From an optimization exercise on the open Yosys and OpenROAD flow, aimed at small area, a short achievable clock period and few clock cycles; shortcuts taken in it are not production practice. At most, simulation tests tie the RTL to the original design; equivalence was not proved. No activity file was given, so power comes from the tool's default toggle rates.

== red ==
Design hexsum, start of the top module:
module hexsum (
    input  wire        clk,
    input  wire        rst,
    input  wire        cmd_valid,
    output wire        cmd_ready,
    input  wire [39:0] cmd_word,
    input  wire [9:0]  cmd_len,
    input  wire        in_valid,
    output wire        in_ready,
    input  wire [7:0]  in_data,
    output reg         rsp_valid,
    input  wire        rsp_ready,
    output reg  [3:0]  rsp_status,
    output reg  [31:0] rsp_value,
    output reg  [9:0]  rsp_len,
    output reg         out_valid,
    input  wire        out_ready,
    output reg  [7:0]  out_data
);
clock: 9.0 ns
lec_check: 0
cap_margin: 20
core_margin: 2
core_utilization: 40
cts_cluster_diameter: 100
cts_cluster_size: 24
setup_slack_margin: 5
slew_margin: 20
standard.sh (not shown) runs the stock make flow with config.mk's settings and CLKGATE_MAP_FILE= SYNTH_SCRIPT=/design/flow/synth_recipe.tcl, a recipe that flattens the netlist after the stock synthesis.
==> flow/flow/run.sh <==
#!/bin/bash
set -euo pipefail
sed 's/SETUP_SLACK_MARGIN=[0-9.]*/SETUP_SLACK_MARGIN=6/' standard.sh > standard_m6.sh
grep -q 'SETUP_SLACK_MARGIN=6 ' standard_m6.sh
bash standard_m6.sh > flow.log 2>&1
Testbench counts of red, summed over its fixed seeds: cycles 29,474.
Edits applied to the flow inputs when going from red to blue:
==> flow/run.sh (new file) <==
#!/bin/bash
# synth_recipe.tcl (not shown) runs the flow's synth.tcl, then flattens the netlist and writes it again
# the make line also repeats each setting of config.mk as NAME=value (left out here)
make -C /OpenROAD-flow-scripts/flow DESIGN_CONFIG=/design/flow/config.mk WORK_HOME=/design/flow/orfs CLKGATE_MAP_FILE= SYNTH_SCRIPT=/design/flow/synth_recipe.tcl finish
removed: flow/flow/run.sh
removed: flow/standard.sh
Results
- Delta (blue minus red): final routed wirelength across all metal layers fell 1.3%; combinational power fell about 9%.
- Non-clock buffer count (lower): blue
- Relative to red, share of layout cells above drive strength 1 has decreased by 4.7 points in blue.

Another version of the RTL of hexsum (not shown whole).
Size in the first run: roughly 3500 cells after synthesis, ~0.058 mm^2 of cells after synthesis.
clock: 9.0 ns
lec_check: 0
cap_margin: 20
core_margin: 2
core_utilization: 40
cts_cluster_diameter: 100
cts_cluster_size: 24
setup_slack_margin: 5
slew_margin: 20
==> flow/flow/run.sh <==
#!/bin/bash
set -euo pipefail
sed 's/SETUP_SLACK_MARGIN=[0-9.]*/SETUP_SLACK_MARGIN=6/' standard.sh > standard_m6.sh
grep -q 'SETUP_SLACK_MARGIN=6 ' standard_m6.sh
bash standard_m6.sh > flow.log 2>&1
Testbench counts at the start, summed over its fixed seeds: cycles 30,517.
Change:
==> flow/run.sh (new file) <==
#!/bin/bash
# synth_recipe.tcl (not shown) runs the flow's synth.tcl, then flattens the netlist and writes it again
# the make line also repeats each setting of config.mk as NAME=value (left out here)
make -C /OpenROAD-flow-scripts/flow DESIGN_CONFIG=/design/flow/config.mk WORK_HOME=/design/flow/orfs CLKGATE_MAP_FILE= SYNTH_SCRIPT=/design/flow/synth_recipe.tcl finish
removed: flow/flow/run.sh
removed: flow/standard.sh
Result: The new run finished clean; total power came out lower slightly; sequential share of layout area came out higher by 1.1 points; wire length came out lower slightly; setup slack is worse by 0.61 ns; core utilization came out lower by 0.69 points; via count came out lower slightly; design area came out lower slightly; combinational power came out lower by roughly a tenth; maximum frequency came out lower by about a fifth; hold slack is about the same; register-to-register slack is worse by 0.61 ns.

== job 102 ==
Another version of the RTL of hexsum (not shown whole).
For scale: ~3500 cells after synthesis, ~2400 flip-flops, ~57000 um^2 of cells after synthesis.
Settings: LEC_CHECK=0, CAP_MARGIN=20, CORE_MARGIN=2, CORE_UTILIZATION=40, SETUP_SLACK_MARGIN=0.6, SLEW_MARGIN=20; clock period 9.0 ns.
run.sh (not shown) runs the stock make flow with config.mk's settings and CLKGATE_MAP_FILE= SYNTH_SCRIPT=/design/flow/synth_recipe.tcl, a recipe that flattens the netlist after the stock synthesis.
Stock flow here: none of the scripts above is used.
Job 102 finished every stage and its layout cleared the timing, design-rule and antenna checks.
Relative to job 102, the following input files were edited for job 105:
diff --git a/flow/config.mk b/flow/config.mk
--- a/flow/config.mk
+++ b/flow/config.mk
@@ -9,4 +9,4 @@
 export CORE_MARGIN = 2
 export CORE_UTILIZATION = 40
-export SETUP_SLACK_MARGIN = 0.6
+export SETUP_SLACK_MARGIN = 5
 export SLEW_MARGIN = 20
From job 105 to job 102, count of pins over their slew limit did not move at all.
Comparing job 102 and job 105, the lower global-route total usage across every layer is on job 102.
[job 105 vs job 102] wire length of the first global-routing pass: higher in job 105
Job 102 -> job 105: routed wire length increased slightly
The delay contributed by the slowest stage of the critical path of job 105 is lower than that of job 102.
Relative to job 102, multi-input gate area in the final layout increased by 410 um^2 in job 105.
Job 102 has lower relative contribution of combinational cells to total power than job 105.
Function was not checked in any run of this note: the RTL went through the layout flow alone.

[afterwards: timing with drivers on the ports]
In the flow no input, the clock included, has a driving cell. The finished layouts below were timed again as built, in two steps.
Step 1: set_driving_cell puts a clkbuf_16 on clk and a buf_2 on each other input, an assumption about the parent block.
Step 2 adds t to the input delays and takes it off the output delays; t is the mean of the earliest and latest rising clock arrival at the registers after step 1. Input paths then give back, and output paths get back, about the clock's delay inside the block.
a / b / c = ideal ports / drivers / drivers and shift; a / b = the first two.
| run | t (ns) | setup slack, ns | clock arrival spread, ns |
|---|---|---|---|
| red | 0.786 | 5.656 / 5.643 / 4.890 | 0.050 / 0.049 |
| blue | 0.789 | 5.152 / 5.084 / 4.364 | 0.045 / 0.046 |
| the first run of note 2 | 0.787 | 5.802 / 5.736 / 5.052 | 0.030 / 0.030 |
| the second run of note 2 | 0.794 | 5.189 / 5.189 / 4.447 | 0.028 / 0.029 |
| job 102 | 0.856 | 3.634 / 3.598 / 2.742 | 0.040 / 0.040 |
| job 105 | 0.851 | 4.997 / 4.994 / 4.143 | 0.053 / 0.053 |
After both steps setup and hold are still met in every run listed. For job 102, which loses most, drivers alone change the setup slack by -0.036 ns; drivers and shift together by -0.892 ns.
